What follows belongs to an exercise in optimizing a design on an open flow for small area, a short achievable clock period and few clock cycles; a production flow would make more cautious choices. At most, simulation tests tie the RTL to the original design; equivalence was not proved. Power figures rest on the tool's default switching activity, not on a simulated workload.

==> flow/design.v (excerpt) <==
module rsu_radix (
    input  wire        clk,
    input  wire        rst,         
    input  wire        start,
    input  wire [7:0]  cmd,         
    input  wire [15:0] len,         
    input  wire [63:0] val,         
    output wire        ready,
    input  wire        in_valid,
    input  wire [7:0]  in_data,
    output wire        in_ready,
    output wire        out_valid,
    output wire [7:0]  out_data,
    input  wire        out_ready,
    output reg         done,
    output wire [2:0]  err,
    output wire [15:0] out_len,
    output reg  [63:0] res          
);
For scale: about 230 flip-flops, about 200 I/O pins, about 0.013 mm2 of cells after synthesis.
export LEC_CHECK = 0
export CAP_MARGIN = 20
export CORE_MARGIN = 2
export CORE_UTILIZATION = 60
export CTS_BUF_LIST = sky130_fd_sc_hd__clkbuf_2 sky130_fd_sc_hd__clkbuf_4
export SETUP_SLACK_MARGIN = 4.5
export SLEW_MARGIN = 20
create_clock -name core_clock -period 8.0 [get_ports {clk}]
standard.sh (not shown) runs the stock make flow with config.mk's settings and CLKGATE_MAP_FILE= SYNTH_SCRIPT=/design/flow/synth_recipe.tcl, a recipe that flattens the netlist after the stock synthesis.
==> flow/flow/run.sh <==
#!/bin/bash
# Standard ORFS layout (standard synthesis unchanged), with the port buffers
# made of the smallest plain buffer instead of the default choice.
set -euo pipefail
bash standard.sh BUFFER_PORTS_ARGS="-buffer_cell sky130_fd_sc_hd__buf_1" finish > orfs_flow.log 2>&1
Rerun with:
CORE_UTILIZATION = 40   (was 60)
CTS_BUF_LIST = sky130_fd_sc_hd__clkbuf_4 sky130_fd_sc_hd__clkbuf_8   (was sky130_fd_sc_hd__clkbuf_2 sky130_fd_sc_hd__clkbuf_4)
=>
- The changed run produced a clean layout
- maximum frequency grows slightly
- wire length grows by a few percent
- critical path depth grows by 1
- via count shrinks by a few percent
- clock skew shrinks by 0.013 ns
- cell count grows by a few percent
- sequential power barely changes
- synthesized area is unchanged
- combinational power shrinks slightly
- hold slack is about the same
No functional check of the RTL was part of any run of this note.

---

Another version of the RTL of rsu_radix (not shown whole).
For scale: about 230 flip-flops, ~0.013 sq mm of cells after synthesis.
make LEC_CHECK=0 CAP_MARGIN=20 CORE_MARGIN=2 CORE_UTILIZATION=40 SLEW_MARGIN=20 finish   # period 8.0 ns
run.sh (not shown) runs the stock make flow with config.mk's settings and CLKGATE_MAP_FILE= SYNTH_SCRIPT=/design/flow/synth_recipe.tcl, a recipe that flattens the netlist after the stock synthesis.
Stock flow here: none of the scripts above is used.
The baseline produced a clean layout.
Testbench counts at the start, summed over its fixed seeds: cycles 29,962.
==> next run, changes <==
==> flow/flow/run.sh (new file) <==
#!/bin/bash
# Standard ORFS layout (standard synthesis unchanged), with the port buffers
# made of the smallest plain buffer instead of the default choice.
set -euo pipefail
bash standard.sh BUFFER_PORTS_ARGS="-buffer_cell sky130_fd_sc_hd__buf_1" finish > orfs_flow.log 2>&1
==> flow/standard.sh (new file) <==
#!/bin/bash
# synth_recipe.tcl (not shown) runs the flow's synth.tcl, then flattens the netlist and writes it again
# the make line also repeats each setting of config.mk as NAME=value (left out here)
make -C /OpenROAD-flow-scripts/flow DESIGN_CONFIG=/design/flow/config.mk WORK_HOME=/design/flow/orfs CLKGATE_MAP_FILE= SYNTH_SCRIPT=/design/flow/synth_recipe.tcl "${@:-finish}"
removed: flow/run.sh
After rerunning:
- sequential cell count stays the same
- first-iteration DRC count is lower by 5.6%
- hold slack loses 0.0031 ns
- count of clock-buffer cells in the layout increases by 1
- final cell count stays flat
- combinational power falls by 14%
- fmax grows by 3.9%
- wire length is lower by 2.7%
- via count shrinks by 0.38%
- power shrinks by 2.0%
==> next run, changes <==
SETUP_SLACK_MARGIN = 4.0   (was not set)
Effect: Power grows by 0.31%; synthesized cell count stays the same; global-route usage increases by 0.23 points; sequential cell count is unchanged.

---

rsu_radix, a different RTL version from the one above (not shown whole).
Size: about 1700 cells after synthesis, roughly 230 flip-flops, about 13000 µm² of cells after synthesis.
## rsu_radix
module rsu_radix (
    input  wire        clk,
    input  wire        rst,         
    input  wire        start,
    input  wire [7:0]  cmd,         
    input  wire [15:0] len,         
    input  wire [63:0] val,         
    output wire        ready,
    input  wire        in_valid,
    input  wire [7:0]  in_data,
    output wire        in_ready,
    output wire        out_valid,
    output wire [7:0]  out_data,
    input  wire        out_ready,
    output reg         done,
    output wire [2:0]  err,
    output wire [15:0] out_len,
    output reg  [63:0] res          
);
export LEC_CHECK = 0
export ABC_AREA = 1
export CAP_MARGIN = 20
export CORE_MARGIN = 2
export CORE_UTILIZATION = 60
export PLACE_DENSITY = 0.75
export SLEW_MARGIN = 20
create_clock -name core_clock -period 8.0 [get_ports {clk}]
standard.sh (not shown) runs the stock make flow with config.mk's settings and CLKGATE_MAP_FILE= SYNTH_SCRIPT=/design/flow/synth_recipe.tcl, a recipe that flattens the netlist after the stock synthesis.
==> flow/flow/run.sh <==
#!/bin/bash
# Standard ORFS layout (standard synthesis unchanged), with the port buffers
# made of the smallest plain buffer, and timing repair aimed 5.35 ns below the
# clock period.
set -euo pipefail
bash standard.sh BUFFER_PORTS_ARGS="-buffer_cell sky130_fd_sc_hd__buf_1" SETUP_SLACK_MARGIN=5.35 finish > orfs_flow.log 2>&1
The first run produced a clean layout.
Testbench counts at the start, summed over its fixed seeds: cycles 30,049.
Rerun with:
==> flow/flow/run.sh (replaced) <==
#!/bin/bash
# Standard ORFS layout (standard synthesis unchanged), with the port buffers
# made of the smallest plain buffer instead of the default choice.
set -euo pipefail
bash standard.sh BUFFER_PORTS_ARGS="-buffer_cell sky130_fd_sc_hd__buf_1" finish > orfs_flow.log 2>&1
- ABC_AREA: 1 -> not set
- CORE_UTILIZATION: 60 -> 40
- PLACE_DENSITY: 0.75 -> not set
- SETUP_SLACK_MARGIN: not set -> 5.0
What happened:
- routed wire length is lower by 15%
- via count is lower by about 20%
- flip-flop and latch count stays the same
- worst setup slack degrades by 0.19 ns
- clock-buffer cell count is higher by 2
Rerun with:
- ABC_AREA: not set -> 1
- CORE_UTILIZATION: 40 -> 60
- PLACE_DENSITY: not set -> 0.75
Total power rises by about 6%.
Non-clock buffer count falls by 7.
Routed wire length rises by 4.8%.
Die area falls by 33%.
Rerun with:
- ABC_AREA: 1 -> not set
Outcome:
- cell area goes up by 1.3%
- die area goes up by 0.99%
- worst hold slack is worse by 0.019 ns
- fmax goes down by 1.1%
- area after synthesis goes up by 1.0%
- setup slack is worse by 0.032 ns
Rerun with:
- ABC_AREA: not set -> 1
- SETUP_SLACK_MARGIN: 5.0 -> 4.9
The changed run completed with no timing, DRC or antenna violations.
Power rose by a few percent.
Global-route usage rose by 2.7 points.
Worst setup slack gets worse by 0.067 ns.
Routed wire length rose by a few percent.
Hold slack gets better by 0.019 ns.
Sequential power is about the same.
Die area fell slightly.
Sequential share of layout area rose by 0.69 points.

==> port drivers added, routing unchanged <==
The results above use ideal ports. As a check the final layouts listed here were re-extracted and re-timed, cells and wires unchanged. Step 1 assumes that a clkbuf_16 drives the clock port and a buf_2 every other input. Step 2, shift: input delay + t, output delay - t, t = (earliest + latest rising clock arrival at the registers) / 2. This alone moves slack from input paths to output paths. a / b / c = ideal ports / drivers / drivers and shift; a / b = the first two.
run	t (ns)	setup WS [ns]	pins driven straight from the clock port
the first run of note 1	0.746	4.141 / 4.095 / 4.115	1
the second run of note 1	0.593	4.181 / 4.129 / 4.092	1
the first run of note 2	0.585	3.213 / 3.159 / 3.418	1
the second run of note 2	0.587	3.391 / 3.391 / 3.391	1
the third run of note 2	0.589	4.039 / 4.007 / 4.039	1
the first run of note 3	0.589	5.226 / 5.195 / 4.682	1
the second run of note 3	0.579	5.037 / 4.996 / 4.456	1
the third run of note 3	0.596	5.094 / 5.046 / 4.541	1
the fourth run of note 3	0.573	5.062 / 5.037 / 4.515	1
the fifth run of note 3	0.569	4.995 / 5.011 / 4.455	1
After both steps every run listed still meets setup and hold. The setup slack of the second run of note 3, which loses most, moves by -0.041 ns with the drivers and by -0.581 ns with both steps.
